Background: an optimization exercise with open tools, aiming at small area. Do not read the settings as production practice.
Function was not checked in any run shown here: the RTL went through the layout flow alone.
No activity file was given, so power comes from the tool's default toggle rates.

==> design.v <==
module hsv_cycle_core (
    input  wire        clk,
    input  wire        rst,           
    input  wire        cmd_valid,
    output wire        cmd_ready,
    input  wire [63:0] cmd_data,
    output wire        rsp_valid,
    input  wire        rsp_ready,
    output wire [63:0] rsp_data,
    output wire        chw_valid,
    input  wire        chw_ready,
    output wire [17:0] chw_data
);
    localparam [3:0] S_IDLE = 4'd0;
    localparam [3:0] S_STEP = 4'd1;    
    localparam [3:0] S_FILL = 4'd2;    
    localparam [3:0] S_DIV  = 4'd3;    
    localparam [3:0] S_LD   = 4'd4;    
    localparam [3:0] S_MUL  = 4'd5;    
    localparam [3:0] S_D1   = 4'd6;    
    localparam [3:0] S_D2   = 4'd7;    
    localparam [3:0] S_RHO  = 4'd8;    
    localparam [3:0] S_DR   = 4'd9;    
    localparam [3:0] S_DQ   = 4'd10;   
    localparam [3:0] S_CLP  = 4'd11;   
    localparam [3:0] S_SH   = 4'd12;   
    localparam [3:0] S_ACC  = 4'd13;   
    localparam [3:0] S_CHW  = 4'd14;   
    localparam [3:0] S_RSP  = 4'd15;   
    reg [3:0]  st;
    reg [3:0]  cnt;
    reg [1:0]  ch;
    reg        wph;               
    reg        fresh;             
    reg        post;              
    reg [1:0]  code;
    reg [2:0]  ph;                
    reg        inited;
    reg [2:0]  err;               
    reg [31:0] seed;
    reg [8:0]  hue;
    reg [2:0]  stepc;
    reg [2:0]  speed;
    reg [7:0]  sat;
    reg [7:0]  val;
    reg [47:0] P;
    reg [7:0]  C;
    reg [2:0]  region;
    reg [2:0]  S;
    reg        cy;
    reg [1:0]  kc;
    reg        bw;
    reg        cq;
    wire [3:0] op      = cmd_data[63:60];
    wire       is_init = (op == 4'h1);
    wire       is_adv  = (op == 4'h2);
    wire       is_ns   = (op == 4'h3);
    wire       is_conv = (op == 4'h4);
    wire       is_clmp = (op == 4'h5);
    wire       is_rd   = (op == 4'h6);
    wire [3:0] n       = cmd_data[3:0];
    wire zA = ~|cmd_data[59:48];
    wire zB = ~|cmd_data[47:32];
    wire zC = ~|cmd_data[31:25];
    wire zD = ~|cmd_data[24:4];
    wire zE = ~|cmd_data[3:0];
    reg illegal;
    always @(*) begin
        case (op)
            4'h1:       illegal = ~zA;
            4'h2, 4'h3: illegal = ~(zA & zB & zC & zD & zE);
            4'h4:       illegal = ~(zA & zB & zC);
            4'h5:       illegal = ~(zA & zB);
            4'h6:       illegal = ~(zA & zB & zC & zD) | (n[3] | (n[2] & n[1] & n[0]));
            default:    illegal = 1'b1;
        endcase
    end
    wire not_init = ~inited & (is_adv | is_ns | (is_rd & (n != 4'd0)));
    wire domain   = is_conv & cmd_data[24] & (cmd_data[23] | (cmd_data[22] & cmd_data[21] & (cmd_data[20] | cmd_data[19])));   
    wire [8:0] h_src  = is_conv ? cmd_data[24:16] : hue;
    wire [7:0] s_src  = is_conv ? cmd_data[15:8]  : sat;
    wire [7:0] v_src  = is_conv ? cmd_data[7:0]   : val;
    wire       s_zero = is_conv ? (cmd_data[15:8] == 8'd0) : (sat == 8'd0);
    wire [1:0] color = is_adv ? ch : {~ch[1] & ~ch[0], ch[0]};    
    reg [1:0] src;
    always @(*) begin
        case ({color, region})
            {2'd0, 3'd0}: src = 2'd0;
            {2'd0, 3'd1}: src = 2'd2;
            {2'd0, 3'd2}: src = 2'd1;
            {2'd0, 3'd3}: src = 2'd1;
            {2'd0, 3'd4}: src = 2'd2;
            {2'd1, 3'd0}: src = 2'd2;
            {2'd1, 3'd1}: src = 2'd0;
            {2'd1, 3'd2}: src = 2'd0;
            {2'd1, 3'd3}: src = 2'd2;
            {2'd1, 3'd4}: src = 2'd1;
            {2'd1, 3'd5}: src = 2'd1;
            {2'd2, 3'd0}: src = 2'd1;
            {2'd2, 3'd1}: src = 2'd1;
            {2'd2, 3'd2}: src = 2'd2;
            {2'd2, 3'd3}: src = 2'd0;
            {2'd2, 3'd4}: src = 2'd0;
            {2'd2, 3'd5}: src = 2'd2;
            default:      src = 2'd0;    
        endcase
    end
    wire src_v  = s_zero | (src == 2'd0);
    wire src_p  = ~s_zero & (src == 2'd1);
    wire src_w  = ~src_v & ~src_p;
    wire kind_r = s_zero | (color == 2'd0);
    wire kind_g = ~kind_r & (color == 2'd1);
    wire kind_b = ~kind_r & ~kind_g;
    reg        hbit;
    always @(*) begin
        case (cnt)
            4'd0: hbit = h_src[8];
            4'd1: hbit = h_src[7];
            4'd2: hbit = h_src[6];
            4'd3: hbit = h_src[5];
            4'd4: hbit = h_src[4];
            4'd5: hbit = h_src[3];
            4'd6: hbit = h_src[2];
            4'd7: hbit = h_src[1];
            default: hbit = h_src[0];
        endcase
    end
    wire [6:0] rr   = {((cnt == 4'd0) ? 6'd0 : C[5:0]), hbit};
    wire       q60  = rr[6] | (rr[5] & rr[4] & rr[3] & rr[2]);     
    reg  [3:0] rq;                                                  
    always @(*) begin
        case (rr[6:2])
            5'd15: rq = 4'd0;   5'd16: rq = 4'd1;   5'd17: rq = 4'd2;
            5'd18: rq = 4'd3;   5'd19: rq = 4'd4;   5'd20: rq = 4'd5;
            5'd21: rq = 4'd6;   5'd22: rq = 4'd7;   5'd23: rq = 4'd8;
            5'd24: rq = 4'd9;   5'd25: rq = 4'd10;  5'd26: rq = 4'd11;
            5'd27: rq = 4'd12;  5'd28: rq = 4'd13;  default: rq = 4'd14;
        endcase
    end
    wire [6:0] rr2  = q60 ? {1'b0, rq, rr[1:0]} : rr;
    wire       in_ld  = (st == S_LD);
    wire       in_mul = (st == S_MUL);
    wire       in_d1  = (st == S_D1);
    wire       in_d2  = (st == S_D2);
    wire       do_rem = in_ld & src_w;
    wire       sel_s  = in_ld ? ~src_v : (~src_p & ~wph);
    wire [7:0] A      = sel_s ? s_src : v_src;
    wire       gate_a = (in_ld & ~src_w) | (in_mul & C[0]);
    wire [7:0] H      = P[47:40];   
    wire [7:0] aa     = do_rem ? {C[5:0], 2'b00} :
                        (((in_mul & (cnt != 4'd0)) | in_d1 | in_d2) ? H : 8'd0);
    wire [7:0] bb     = in_d1  ? C :
                        do_rem ? {4'd0, C[5:2]} :
                        (gate_a ? A : 8'd0);
    wire       cin    = in_d1 | (in_d2 & cy);
    wire [8:0] asum   = {1'b0, aa} + {1'b0, bb} + {8'd0, cin};
    wire       inv_ld = in_ld ? (src_p | (src_w & ~region[0])) : (src_w & ~wph);
    wire       c255  = &C;
    wire       w12   = ~(cnt[3] & cnt[2] & (cnt[1] | cnt[0]));    
    wire       w13   = ~(cnt[3] & cnt[2] & cnt[1]);               
    wire       w2    = cnt[3] | cnt[2] | cnt[1];                  
    wire       ta    = kind_g ? (C[3] & w12) : (C[2] & w13);
    wire       tb    = kind_g ? (C[7] & w2) : (C[1] & (cnt != 4'd15));
    wire       te    = kind_g ? (c255 & (cnt == 4'd2)) : (C[7] & w2);
    wire [1:0] kin   = (cnt == 4'd0) ? {1'b0, kind_g & c255} : kc;
    wire [2:0] xs    = {2'b0, ta} + {2'b0, tb} + {2'b0, te} + {1'b0, kin};
    wire       xb    = xs[0];
    wire       rho_t = ~cnt[3] & ~cnt[2] & ~(cnt[1] & cnt[0]) & S[cnt[1:0]];
    wire       bwin  = (cnt != 4'd0) & bw;
    wire       zb    = xb ^ rho_t ^ bwin;
    wire       zbw   = (~xb & (rho_t | bwin)) | (rho_t & bwin);
    wire       qm2   = w2 & P[46];
    wire       cqin  = (cnt != 4'd0) & cq;
    wire       qb    = zb ^ qm2 ^ cqin;
    wire       qcy   = (qb & qm2) | (cqin & (qb ^ qm2));
    reg  [2:0] wgt;
    always @(*) begin
        case (cnt[2:0])
            3'd0: wgt = 3'd4;
            3'd1: wgt = kind_g ? 3'd2 : 3'd3;
            3'd2: wgt = kind_g ? 3'd4 : 3'd2;
            3'd3: wgt = 3'd4;
            3'd4: wgt = 3'd3;
            3'd5: wgt = 3'd1;
            3'd6: wgt = 3'd2;
            default: wgt = 3'd4;
        endcase
    end
    wire [2:0] m     = cnt[2:0];
    wire [3:0] cnib  = cmd_data[{m, 2'b00} +: 4];
    wire [3:0] gsrc  = is_init ? cnib : seed[3:0];
    wire       g30   = is_init ? cmd_data[30] : seed[30];
    wire       g31   = is_init ? cmd_data[31] : seed[31];
    wire [3:0] step_nib = {gsrc[2], gsrc[1], gsrc[0] ^ ((m == 3'd0) & g31),
                           (m == 3'd0) ? g30 : cy} ^ (m[0] ? 4'hA : 4'h5);
    wire [2:0] sbase = (cnt == 4'd0) ? 3'd0 : S;
    wire [3:0] sadd_in = (st == S_STEP) ? step_nib : (C[0] ? {1'b0, wgt} : 4'd0);
    reg  [2:0] amod;
    always @(*) begin
        case (sadd_in)
            4'd0, 4'd5, 4'd10, 4'd15: amod = 3'd0;
            4'd1, 4'd6, 4'd11:        amod = 3'd1;
            4'd2, 4'd7, 4'd12:        amod = 3'd2;
            4'd3, 4'd8, 4'd13:        amod = 3'd3;
            default:                  amod = 3'd4;
        endcase
    end
    reg  [2:0] smod;
    always @(*) begin
        case ({sbase, amod})
            {3'd0, 3'd0}, {3'd1, 3'd4}, {3'd2, 3'd3}, {3'd3, 3'd2}, {3'd4, 3'd1}: smod = 3'd0;
            {3'd0, 3'd1}, {3'd1, 3'd0}, {3'd2, 3'd4}, {3'd3, 3'd3}, {3'd4, 3'd2}: smod = 3'd1;
            {3'd0, 3'd2}, {3'd1, 3'd1}, {3'd2, 3'd0}, {3'd3, 3'd4}, {3'd4, 3'd3}: smod = 3'd2;
            {3'd0, 3'd3}, {3'd1, 3'd2}, {3'd2, 3'd1}, {3'd3, 3'd0}, {3'd4, 3'd4}: smod = 3'd3;
            default:                                                            smod = 3'd4;
        endcase
    end
    wire       ovf   = |cmd_data[31:15];
    reg  [2:0] spd_new;    
    always @(*) begin
        case (S)
            3'd0: spd_new = 3'd1;
            3'd1: spd_new = 3'd2;
            3'd2: spd_new = 3'd3;
            3'd3: spd_new = 3'd4;
            default: spd_new = 3'd5;
        endcase
    end
    reg  [2:0] spd_nxt;    
    always @(*) begin
        case (smod)
            3'd0: spd_nxt = 3'd1;
            3'd1: spd_nxt = 3'd2;
            3'd2: spd_nxt = 3'd3;
            3'd3: spd_nxt = 3'd4;
            default: spd_nxt = 3'd5;
        endcase
    end
    reg  [3:0] fnib;
    always @(*) begin
        fnib = 4'd0;
        if (code == 2'd0) begin
            if (is_clmp) begin
                if (cnt[3:2] == 2'b00)
                    fnib = ovf ? ((cnt == 4'd3) ? 4'h7 : 4'hF) : cnib;
            end else if (is_ns) begin
                if (cnt == 4'd0) fnib = {1'b0, spd_new};
            end else if (is_rd) begin
                case (n[2:0])
                    3'd0: if (cnt == 4'd0) fnib = {err, inited};
                    3'd1: if (!cnt[3])     fnib = seed[3:0];
                    3'd2: case (cnt)
                              4'd0: fnib = hue[3:0];
                              4'd1: fnib = hue[7:4];
                              4'd2: fnib = {3'd0, hue[8]};
                              default: ;
                          endcase
                    3'd3: if (cnt == 4'd0) fnib = {1'b0, stepc};
                    3'd4: if (cnt == 4'd0) fnib = {1'b0, speed};
                    3'd5: if (cnt == 4'd0) fnib = sat[3:0]; else if (cnt == 4'd1) fnib = sat[7:4];
                    default: if (cnt == 4'd0) fnib = val[3:0]; else if (cnt == 4'd1) fnib = val[7:4];
                endcase
            end
        end
    end
    reg  [2:0] sc_inc;
    always @(*) begin
        case (stepc)
            3'd0: sc_inc = 3'd1;
            3'd1: sc_inc = 3'd2;
            3'd2: sc_inc = 3'd3;
            3'd3: sc_inc = 3'd4;
            default: sc_inc = 3'd5;
        endcase
    end
    wire       hstep  = (sc_inc == speed);
    wire [8:0] hs_inc = hue + {8'd0, hstep};
    wire       wrap   = hstep & (hue == 9'd359);
    reg        p_bit_en, p_nib_en, p_b;
    always @(*) begin
        p_bit_en = 1'b0;
        p_nib_en = 1'b0;
        p_b      = 1'b0;
        case (st)
            S_FILL: p_nib_en = 1'b1;
            S_SH:   p_nib_en = 1'b1;
            S_DR:   begin p_bit_en = 1'b1; p_b = C[1] & (cnt != 4'd15); end
            S_DQ:   begin p_bit_en = 1'b1; p_b = qb; end
            S_CLP:  begin p_bit_en = 1'b1; p_b = (cnt != 4'd15); end
            default: ;
        endcase
    end
    always @(posedge clk) begin
        if (p_bit_en) begin
            P[47]    <= p_b;
            P[46:32] <= P[47:33];
        end else if (st == S_MUL) begin
            P[47:40] <= asum[8:1];
        end else if (p_nib_en) begin
            P[47:44] <= (st == S_FILL) ? fnib : 4'd0;
            P[43:0]  <= P[47:4];
        end
    end
    wire last_ch = (ch == 2'd2);
    always @(posedge clk) begin
        seed <= {(st == S_STEP) ? step_nib : seed[3:0], seed[31:4]};
        ph   <= rst ? 3'd0 : ph + 3'd1;
    end
    always @(posedge clk) begin
        if (rst) begin
            st     <= S_IDLE;
            inited <= 1'b0;
            err    <= 3'b000;
        end else begin
            cnt <= cnt + 4'd1;
            case (st)
                S_IDLE: begin
                    cnt   <= 4'd0;
                    ch    <= 2'd0;
                    wph   <= 1'b0;
                    post  <= 1'b0;
                    if (cmd_valid && ph == 3'd7) begin
                        if (illegal) begin
                            err[0] <= 1'b1;
                            code   <= 2'd1;
                            st     <= S_FILL;
                        end else if (not_init) begin
                            err[2] <= 1'b1;
                            code   <= 2'd3;
                            st     <= S_FILL;
                        end else if (domain) begin
                            err[1] <= 1'b1;
                            code   <= 2'd2;
                            st     <= S_FILL;
                        end else begin
                            code <= 2'd0;
                            if (is_init) begin
                                sat    <= cmd_data[47:40];
                                val    <= cmd_data[39:32];
                                hue    <= 9'd0;
                                stepc  <= 3'd0;
                                inited <= 1'b1;
                                st     <= S_STEP;
                            end else if (is_adv) begin
                                stepc <= hstep ? 3'd0 : sc_inc;
                                hue   <= wrap ? 9'd0 : hs_inc;
                                st    <= wrap ? S_STEP : S_DIV;
                            end else if (is_ns) begin
                                st <= S_STEP;
                            end else if (is_conv) begin
                                st <= S_DIV;
                            end else begin
                                st <= S_FILL;
                            end
                        end
                    end
                end
                S_STEP: begin
                    cy   <= gsrc[3];
                    S    <= smod;
                    if (cnt == 4'd7) begin
                        cnt <= 4'd0;
                        if (!is_ns)
                            speed <= spd_nxt;
                        st <= is_adv ? S_DIV : S_FILL;
                    end
                end
                S_FILL: begin
                    if (cnt == 4'd11) begin
                        cnt <= 4'd0;
                        st  <= S_ACC;
                    end
                end
                S_DIV: begin
                    if (cnt != 4'd9) begin
                        C      <= {1'b0, rr2};
                        region <= {region[1:0], q60};
                    end else begin
                        cnt   <= 4'd0;
                        fresh <= 1'b1;
                        st    <= S_LD;
                    end
                end
                S_LD: begin
                    cnt   <= 4'd0;
                    fresh <= 1'b0;
                    if (src_w && !fresh) begin
                        st <= S_DIV;
                    end else begin
                        C  <= asum[7:0] ^ {8{inv_ld}};
                        st <= src_v ? (kind_r ? S_DR : S_RHO) : S_MUL;
                    end
                end
                S_MUL: begin
                    C <= {asum[0], C[7:1]};
                    if (cnt == 4'd7)
                        st <= S_D1;
                end
                S_D1: begin
                    cy <= asum[8];
                    st <= S_D2;
                end
                S_D2: begin
                    C   <= asum[7:0] ^ {8{inv_ld}};
                    cnt <= 4'd0;
                    if (src_w && !wph) begin
                        wph <= 1'b1;
                        st  <= S_MUL;
                    end else begin
                        st <= kind_r ? S_DR : S_RHO;
                    end
                end
                S_RHO: begin
                    C <= {C[0], C[7:1]};
                    S <= smod;
                    if (cnt == 4'd7) begin
                        cnt <= 4'd0;
                        st  <= S_DQ;
                    end
                end
                S_DR: begin
                    C <= {C[0], C[7:1]};
                    if (cnt == 4'd15) begin
                        cnt <= 4'd0;
                        st  <= last_ch ? S_ACC : S_SH;
                    end
                end
                S_DQ: begin
                    C  <= {C[0], C[7:1]};
                    kc <= xs[2:1];
                    bw <= zbw;
                    cq <= qcy;
                    if (cnt == 4'd15) begin
                        cnt <= 4'd0;
                        if (kind_b && qb)
                            st <= S_CLP;
                        else
                            st <= last_ch ? S_ACC : S_SH;
                    end
                end
                S_CLP: begin
                    if (cnt == 4'd15) begin
                        cnt <= 4'd0;
                        st  <= last_ch ? S_ACC : S_SH;
                    end
                end
                S_SH: begin
                    if (cnt == 4'd3) begin
                        cnt <= 4'd0;
                        ch  <= ch + 2'd1;
                        wph <= 1'b0;
                        st  <= post ? (last_ch ? S_RSP : S_CHW) : S_LD;
                    end
                end
                S_ACC: begin
                    ch   <= 2'd0;
                    post <= 1'b1;
                    st   <= (is_adv && code == 2'd0) ? S_CHW : S_RSP;
                end
                S_CHW: begin
                    cnt <= 4'd0;
                    if (chw_ready)
                        st <= S_SH;
                end
                S_RSP: begin
                    if (rsp_ready)
                        st <= S_IDLE;
                end
                default: st <= S_IDLE;
            endcase
        end
    end
    assign cmd_ready = (st == S_ACC);
    assign rsp_valid = (st == S_RSP);
    assign rsp_data  = {2'b00, code, 13'd0, P[46:0]};       
    assign chw_valid = (st == S_CHW);
    assign chw_data  = {ch, 1'b0, P[14:0]};                 
endmodule
==> run.sh <==
#!/bin/bash
# synth_recipe.tcl (not shown) runs the flow's synth.tcl, then flattens the netlist and writes it again
# the make line also repeats each setting of config.mk as NAME=value (left out here)
make -C /OpenROAD-flow-scripts/flow DESIGN_CONFIG=/design/flow/config.mk WORK_HOME=/design/flow/orfs CLKGATE_MAP_FILE= SYNTH_SCRIPT=/design/flow/synth_recipe.tcl finish
==> config.mk <==
export PLATFORM = sky130hd
export DESIGN_NAME = hsv_cycle_core
export DESIGN_NICKNAME = hsv_cycle_core
export VERILOG_FILES = /design/flow/design.v
export SDC_FILE = /design/flow/constraint.sdc
export NUM_CORES = 4
export LEC_CHECK = 0
export CAP_MARGIN = 20
export CORE_MARGIN = 2
export CORE_UTILIZATION = 40
export SLEW_MARGIN = 20
==> constraint.sdc <==
create_clock -name core_clock -period 120.0 [get_ports {clk}]
set_input_delay 24.0000 -clock core_clock [delete_from_list [all_inputs] [get_ports {clk}]]
set_output_delay 24.0000 -clock core_clock [all_outputs]
set_load 0.01 [all_outputs]
==> flow_metrics.tcl, run 1 <==
set metrics [dict create \
    clkSinkCount 152 \
    die_h_um 159.4 \
    power.density_nw_per_um2 21.88 \
    fin_crit_ps 30440 \
    p_leak_nw 4.250 \
    finalSetupTns_ps 0 \
    wl_per_cell_um 21.15 \
    clk_pin_slew_worst_paths_ps 70 \
    async_reset_ff_frac 0 \
    ys_ff_latch 152 \
    grt_antenna_before_repair 0 \
    fin_hold_ws_ps 325.7 \
    rsz0062_at_grt "no" \
    drive_above_1_share 0.08318 \
    grt_overflow 0 \
    drc 0 \
    start_util 0.4092 \
    worst-setup-path-type "in2reg" \
    hpwl_mm 22.55 \
    setup_viol 0 \
    synth_cells 990 \
    core_um2 23610 \
    status "timing/DRC/antenna clean" \
    dr.pass1.iters 8 \
    hold_buffers 0 \
    start_kind "input port" \
    dieWidth_um 159.4 \
    maxCapViolCount 0 \
    cts_made_buffers 17 \
    period_share 0.2536 \
    fmax_mhz 32.86 \
    io_buffers 137 \
    ys_warn_count 1 \
    ys_types 83 \
    drt_wl_total_mm 29.88 \
    dieArea_um2 25410 \
    final_cells 1413 \
    crit_path_end_kind "register" \
    drv_slew 0 \
    post-place-cells 1381 \
    io_pins 154 \
    finalHoldViolCount 0 \
    first_iter_violations 1016 \
    fin_nets 1188 \
    n_fill_cell 2175 \
    grt_pass1_vias 7836 \
    grt_max_degree 34 \
    rows 56 \
    gp_routability_congestion 0.9193 \
    final_common_cell "clkdlybuf4s50_1" \
    irDropWorstVdd_v 0.00001027 \
    clock_skew_ps 15.56 \
    worstMarginPinSlew_ps 1034 \
    root_buffer "clkbuf_16" \
    cts.path.max_buffers 2 \
    cts_tree "yes" \
    synthesis.area_um2 9662 \
    syn_to_final_growth_pct 20.50 \
    cp.arrival_ps 30610 \
    clock_latency_ps 440 \
    path_max_fanout 14 \
    diodes 0 \
    post_drt_via_cell_ratio 5.880 \
    hp-class "reg2reg" \
    synth_ff_type "edfxtp_1" \
    grt_usage 0.2333 \
    htreeDepth 4 \
    grt_first_pass_wirelength_mm 46.10 \
    vias 8308 \
    layout_common_cells "clkdlybuf4s50_1 (137), edfxtp_1 (109), nand2_1 (97)" \
    ys_seq_area_frac 0.4279 \
    cts_resized 0 \
    synth_edf_count 109 \
    syn_area_per_cell_um2 9.759 \
    crit_required_ps 120170 \
    post_cts_buffers 0 \
    drtAntennaViolNets 0 \
    slew_headroom 0.3042 \
]
[flip-flops by register name, indices dropped and copies added, names as in the netlist, 2 cells and up]
register	count
P	48
S	3
st	4
stepc	3
hue	9
region	3
val	8
kc	2
code	2
speed	3
C	8
seed	32
sat	8
ph	3
err	3
ch	2
cnt	4
[per-layer routing]
metal / vias up / global-route usage / routed length [um]
met4: 0 / 0.07645 / 878
li1: 3839 / - / -
met3: 67 / 0.04845 / 2207
met2: 430 / 0.3822 / 13950
met5: - / 0 / 0
met1: 3972 / 0.3095 / 12850
[synthesized netlist by cell type (all sizes together) (4+ instances only)]
master	instances	area [um^2]
nor2b	14	87.58
a221oi	4	35.03
a22o	13	113.9
mux4	16	360.4
inv	43	161.4
or3	4	25.02
a22oi	15	112.6
mux2i	20	200.2
a21o	5	37.54
o2bb2ai	5	43.79
and3	9	61.31
mux2	10	112.6
nor4b	5	56.31
nor4	21	131.4
o211ai	10	80.07
o211a	4	40.04
ha	33	412.9
clkbuf	40	151.4
edfxtp	109	3273
or2	4	25.02
nand2	98	370.4
o311ai	4	35.03
nand4	9	56.30
xnor2	18	157.7
o221ai	5	43.79
o21bai	5	37.54
nand3	29	145.1
o22ai	5	31.28
a32oi	5	43.79
o21ai	52	275.3
a221o	6	60.06
a222oi	4	40.04
nor2	83	311.6
dfxtp	43	860.8
nand2b	9	56.30
a21oi	55	286.5
a211oi	12	90.09
a31oi	11	68.82
buf	51	359.1
and2	14	87.59
xor2	11	96.34
nor3	27	135.1
fa	5	100.1
[metrics by stage]
step	worst slack, ps	util	total power, mW	area [um^2]
finish	89570	0.4931	0.2548	11640
global route	89040	0.4931	0.2692	11640
CTS	89630	0.4930	0.2538	11640
detailed placement	89190	0.4684	0.1996	11060
global placement	89300	0.4684	0.1993	11060
floorplan	91030	-	0.1609	9718
[cell type report]
class | instances | area [um^2] | area share
multi-input cells | 716 | 4903 | 0.4212
flip-flops and latches | 152 | 4134 | 0.3551
repair buffers | 148 | 1454 | 0.1249
clock buffers | 17 | 425.4 | 0.03654
well taps | 319 | 399.1 | 0.03428
inverters | 46 | 172.7 | 0.01483
clock inverters | 15 | 153.9 | 0.01322
[where the power goes]
group          leakage, nW  switching [mW]  internal (mW)
clock network        0.283          0.0245         0.0293
logic                 2.61          0.0681         0.0469
registers             1.36          0.0124         0.0735
[critical path, cell delays in order]
cell,delay [ps]
clkdlybuf4s50_1,770
nor4b_2,580
mux2i_1,880
mux2i_1,250
o21ai_0,140
o21ai_2,290
a21oi_1,200
a21oi_2,530
mux4_2,580
a222oi_1,280
inv_1,110
fa_1,440
fa_1,410
a21oi_1,170
nor2_1,50
nor2_1,160
o21bai_1,90
a21oi_1,220
xnor2_1,200
xor2_1,160
o21ai_0,80
[worst paths after layout]
check,endpoint,slack [ps],startpoint,depth (start not counted)
max,C[6],89570,cmd_data[61],21
min,seed[5],330,seed[9],0
max reg2reg,C[6],113610,ch[0],21
min reg2reg,seed[5],330,seed[9],0
[logic make-up after synthesis]
kind of cell / count (synthesis) / share of synthesized area
mux: 46 / 0.06967
flops: 152 / 0.4279
simple gates: 339 / 0.1721
xor+xnor: 30 / 0.02862
buf+inv: 137 / 0.07071
fa+ha+maj: 38 / 0.05310
compound gates: 247 / 0.1775
other cells: 1 / 0.0003881
==> run 2: changes to the inputs <==
--- a/design.v
+++ b/design.v
@@ -45,3 +45,5 @@
     reg [7:0]  val;
-    reg [47:0] P;
+    reg [31:0] P;
+    reg [7:0]  r8;                
+    reg        fin;               
     reg [7:0]  C;
@@ -79,7 +81,9 @@
     wire domain   = is_conv & cmd_data[24] & (cmd_data[23] | (cmd_data[22] & cmd_data[21] & (cmd_data[20] | cmd_data[19])));   
-    wire [8:0] h_src  = is_conv ? cmd_data[24:16] : hue;
-    wire [7:0] s_src  = is_conv ? cmd_data[15:8]  : sat;
-    wire [7:0] v_src  = is_conv ? cmd_data[7:0]   : val;
-    wire       s_zero = is_conv ? (cmd_data[15:8] == 8'd0) : (sat == 8'd0);
-    wire [1:0] color = is_adv ? ch : {~ch[1] & ~ch[0], ch[0]};    
+    wire       conv   = is_conv & ~post;        
+    wire       adv    = is_adv | post;          
+    wire [8:0] h_src  = conv ? cmd_data[24:16] : hue;
+    wire [7:0] s_src  = conv ? cmd_data[15:8]  : sat;
+    wire [7:0] v_src  = conv ? cmd_data[7:0]   : val;
+    wire       s_zero = conv ? (cmd_data[15:8] == 8'd0) : (sat == 8'd0);
+    wire [1:0] color = adv ? ch : {ch[0], ch[1]};    
     reg [1:0] src;
@@ -148,3 +152,3 @@
     wire       gate_a = (in_ld & ~src_w) | (in_mul & C[0]);
-    wire [7:0] H      = P[47:40];   
+    wire [7:0] H      = P[31:24];   
     wire [7:0] aa     = do_rem ? {C[5:0], 2'b00} :
@@ -171,3 +175,3 @@
     wire       zbw   = (~xb & (rho_t | bwin)) | (rho_t & bwin);
-    wire       qm2   = w2 & P[46];
+    wire       qm2   = w2 & P[30];
     wire       cqin  = (cnt != 4'd0) & cq;
@@ -294,9 +298,9 @@
         if (p_bit_en) begin
-            P[47]    <= p_b;
-            P[46:32] <= P[47:33];
+            P[31]    <= p_b;
+            P[30:16] <= P[31:17];
         end else if (st == S_MUL) begin
-            P[47:40] <= asum[8:1];
+            P[31:24] <= asum[8:1];
         end else if (p_nib_en) begin
-            P[47:44] <= (st == S_FILL) ? fnib : 4'd0;
-            P[43:0]  <= P[47:4];
+            P[31:28] <= (st == S_FILL) ? fnib : 4'd0;
+            P[27:0]  <= P[31:4];
         end
@@ -321,3 +325,5 @@
                     post  <= 1'b0;
+                    fin   <= 1'b0;
                     if (cmd_valid && ph == 3'd7) begin
+                        r8 <= 8'd0;
                         if (illegal) begin
@@ -346,3 +352,3 @@
                                 hue   <= wrap ? 9'd0 : hs_inc;
-                                st    <= wrap ? S_STEP : S_DIV;
+                                st    <= wrap ? S_STEP : S_ACC;
                             end else if (is_ns) begin
@@ -364,3 +370,3 @@
                             speed <= spd_nxt;
-                        st <= is_adv ? S_DIV : S_FILL;
+                        st <= is_adv ? S_ACC : S_FILL;
                     end
@@ -368,3 +374,3 @@
                 S_FILL: begin
-                    if (cnt == 4'd11) begin
+                    if (cnt == 4'd7) begin
                         cnt <= 4'd0;
@@ -390,3 +396,7 @@
                         C  <= asum[7:0] ^ {8{inv_ld}};
-                        st <= src_v ? (kind_r ? S_DR : S_RHO) : S_MUL;
+                        if (src_v && !post && ch == 2'd0) begin
+                            r8 <= asum[7:0];
+                            ch <= 2'd1;
+                        end else
+                            st <= src_v ? (kind_r ? S_DR : S_RHO) : S_MUL;
                     end
@@ -408,2 +418,6 @@
                         st  <= S_MUL;
+                    end else if (!post && ch == 2'd0) begin
+                        r8 <= asum[7:0];
+                        ch <= 2'd1;
+                        st <= S_LD;
                     end else begin
@@ -424,3 +438,3 @@
                         cnt <= 4'd0;
-                        st  <= last_ch ? S_ACC : S_SH;
+                        st  <= (!post && last_ch) ? S_ACC : S_SH;
                     end
@@ -437,3 +451,3 @@
                         else
-                            st <= last_ch ? S_ACC : S_SH;
+                            st <= (!post && last_ch) ? S_ACC : S_SH;
                     end
@@ -443,3 +457,3 @@
                         cnt <= 4'd0;
-                        st  <= last_ch ? S_ACC : S_SH;
+                        st  <= (!post && last_ch) ? S_ACC : S_SH;
                     end
@@ -449,5 +463,9 @@
                         cnt <= 4'd0;
-                        ch  <= ch + 2'd1;
                         wph <= 1'b0;
-                        st  <= post ? (last_ch ? S_RSP : S_CHW) : S_LD;
+                        if (post) begin
+                            st <= fin ? S_RSP : S_CHW;
+                        end else begin
+                            ch <= ch + 2'd1;
+                            st <= S_LD;
+                        end
                     end
@@ -455,5 +473,6 @@
                 S_ACC: begin
+                    cnt  <= 4'd0;
                     ch   <= 2'd0;
                     post <= 1'b1;
-                    st   <= (is_adv && code == 2'd0) ? S_CHW : S_RSP;
+                    st   <= (is_adv && code == 2'd0) ? S_DIV : S_RSP;
                 end
@@ -461,4 +480,12 @@
                     cnt <= 4'd0;
-                    if (chw_ready)
-                        st <= S_SH;
+                    wph <= 1'b0;
+                    if (chw_ready) begin
+                        if (last_ch) begin
+                            fin <= 1'b1;
+                            st  <= S_SH;
+                        end else begin
+                            ch <= ch + 2'd1;
+                            st <= S_LD;
+                        end
+                    end
                 end
@@ -474,3 +501,3 @@
     assign rsp_valid = (st == S_RSP);
-    assign rsp_data  = {2'b00, code, 13'd0, P[46:0]};       
+    assign rsp_data  = {2'b00, code, 13'd0, r8, r8[7:1], P};
     assign chw_valid = (st == S_CHW);
==> flow_metrics.tcl, run 2 <==
set metrics [dict create \
    grt_use_met3 0.03959 \
    synthesis.area_um2 9684 \
    synth_top_cells_by_count "edfxtp_1 (102), nor2_1 (95), nand2_1 (79)" \
    min_path_cells 0 \
    power.density_nw_per_um2 22.77 \
    hold_buffers 0 \
    synth-simple-area-share 0.1870 \
    drt_wl_total_mm 29.82 \
    setup_viol 0 \
    crit_path_end_kind "register" \
    cts.path.max_buffers 2 \
    grt_antenna_before_repair 0 \
    drv_slew 0 \
    p_leak_nw 4.225 \
    maxCapViolCount 0 \
    ys_warn_count 1 \
    hp-class "reg2reg" \
    synth.most_common_cell "edfxtp_1" \
    synth_top_family_by_area "simple AND/OR/NAND/NOR gates" \
    synth_edf_count 102 \
    fin_nets 1197 \
    yosysTopAreaCell "edfxtp_1" \
    dieArea_um2 25470 \
    core_um2 23610 \
    wl_per_cell_um 20.97 \
    clkSinkCount 145 \
    dr.pass1.iters 8 \
    ys_types 97 \
    cp.arrival_ps 30120 \
    cts_made_buffers 17 \
    grt_overflow 0 \
    clock_latency_ps 430 \
    final_common_cell "clkdlybuf4s50_1" \
    post_drt_via_cell_ratio 5.918 \
    grt_max_degree 29 \
    async_reset_ff_frac 0 \
    cts_tree "yes" \
    status "timing/DRC/antenna clean" \
    ys_ff_latch 145 \
    synth_ff_type "edfxtp_1" \
    start_util 0.4101 \
    synth_compound_area_frac 0.1788 \
    grt_usage 0.2321 \
    synth_cells 1003 \
    dp_slack_ps 89680 \
    grt_first_pass_wirelength_mm 46.00 \
    final_util 0.4930 \
    vias 8416 \
    gp_routability_congestion 0.9681 \
    synth_top_area_frac 0.3163 \
    first_iter_violations 1048 \
    ys_seq_area_frac 0.4052 \
    largestRegisters "P x32, seed x32, hue x9" \
    worst-setup-path-type "in2reg" \
    fin_crit_ps 29960 \
    drc 0 \
    synth_area_leaders "edfxtp_1 (32%), dfxtp_1 (8.9%), ha_1 (4.3%)" \
    fin_hold_ws_ps 322.7 \
    finalSetupTns_ps 0 \
    root_buffer "clkbuf_16" \
    ff2ff_path_depth 21 \
    slew_headroom 0.3351 \
    grt_pass1_vias 7915 \
    use_met1 0.3139 \
    rsz0062_at_grt "no" \
    start_kind "input port" \
    finalPower_mw 0.2650 \
    irDropWorstVdd_v 0.000008627 \
    crit_required_ps 120160 \
    io_pins 154 \
    drtAntennaViolNets 0 \
    diodes 0 \
    period_share 0.2496 \
    syn_to_final_growth_pct 20.19 \
    htreeDepth 4 \
    worst_slack_ps 90040 \
    synthMuxAreaShare 0.06783 \
    syn_area_per_cell_um2 9.655 \
    post_cts_buffers 0 \
    hpwl_mm 22.68 \
    ff2ff_setup_slack_ps 113880 \
    clock_skew_ps 10.67 \
    layout_common_cells "clkdlybuf4s50_1 (137), edfxtp_1 (102), nor2_1 (95)" \
    synthAdderAreaFrac 0.05297 \
    dieWidth_um 159.6 \
    drive_above_1_share 0.09973 \
    worstMarginPinSlew_ps 993.7 \
    io_buffers 137 \
    synth-xor-area-share 0.03036 \
    die_h_um 159.6 \
    cts_resized 0 \
    fmax_mhz 33.38 \
    clk_pin_slew_worst_paths_ps 80 \
    grt_use_met2 0.3695 \
    rows 56 \
    finalHoldViolCount 0 \
    gr-max-usage-layer "met2" \
    path_max_fanout 14 \
]
-- run 2: cell families after synthesis --
logic type / Yosys count
fa+ha+maj: 38
simple gates: 350
xor+xnor: 32
other cells: 1
compound gates: 251
mux: 44
flops: 145
buf+inv: 142
-- run 2: layer usage --
layer  vias up  routed length [um]
met1      4004               12800
li1       3861                   -
met2       477               13500
met3        74                2410
met5         -                   0
met4         0                1110
-- run 2: metrics by stage --
step / cell area (um^2) / instances
floorplan: 9741 / 1018
global placement: 11030 / 1390
detailed placement: 11030 / 1390
CTS: 11640 / 1422
global route: 11640 / 1422
finish: 11640 / 1422
-- run 2: final timing paths --
kind | endpoint | start
max | C[7] | cmd_data[61]
min | seed[5] | seed[9]
max reg2reg | C[7] | post
min reg2reg | seed[5] | seed[9]
-- run 2: cell type report --
type	instances	area (um^2)
fillers	2182	11970
multi-input cells	731	5066
flip-flops and latches	145	3924
repair buffers	152	1484
clock buffers	19	475.5
well taps	319	399.1
inverters	43	161.4
clock inverters	13	130.1
-- run 2: power by group --
part	switching, mW	internal [mW]
logic	0.0720	0.0535
clock network	0.0251	0.0302
registers	0.0132	0.0710
total	0.110	0.155
-- run 2: critical path, stage by stage --
cell and delay, ps:
clkdlybuf4s50_1 750, or4b_1 590, nand2_1 160, mux2i_1 200, a2bb2oi_1 650, nor2b_1 280, nor2_2 80, nor2_1 160
o21bai_4 240, mux4_2 580, a222oi_1 290, inv_1 110, fa_1 450, a21o_1 180, a21oi_1 240, o21bai_1 90
a21oi_1 260, o21bai_1 110, a21oi_1 220, xnor2_1 200, xnor2_1 150, o21ai_0 100

afterwards: timing with drivers on the ports:
Ports are ideal in the flow. The routed layouts listed here were re-timed in OpenROAD.
Step 1, drivers: a clkbuf_16 drives clk and a buf_2 each remaining input, both assumed.
Step 2 moves the port delays by t, midway between the first and last clock arrival at a register: inputs arrive t later, outputs are due t later. That takes back most of the time a late clock gives input paths.
a / b / c = ideal ports / drivers / drivers and shift; a / b = the first two.
| run | shift t [ns] | slack for setup (ns) | clock arrival spread, ns | worst data-port slew with drivers (ns) | pins driven straight from the clock port |
|---|---|---|---|---|---|
| run 1 | 0.476 | 89.565 / 89.584 / 89.108 | 0.016 / 0.016 | 0.04 | 1 |
| run 2 | 0.476 | 90.045 / 90.069 / 89.593 | 0.011 / 0.011 | 0.05 | 1 |
After both steps setup and hold are still met in every run listed. The setup slack of run 1, which loses most, moves by +0.019 ns with the drivers and by -0.457 ns with both steps.
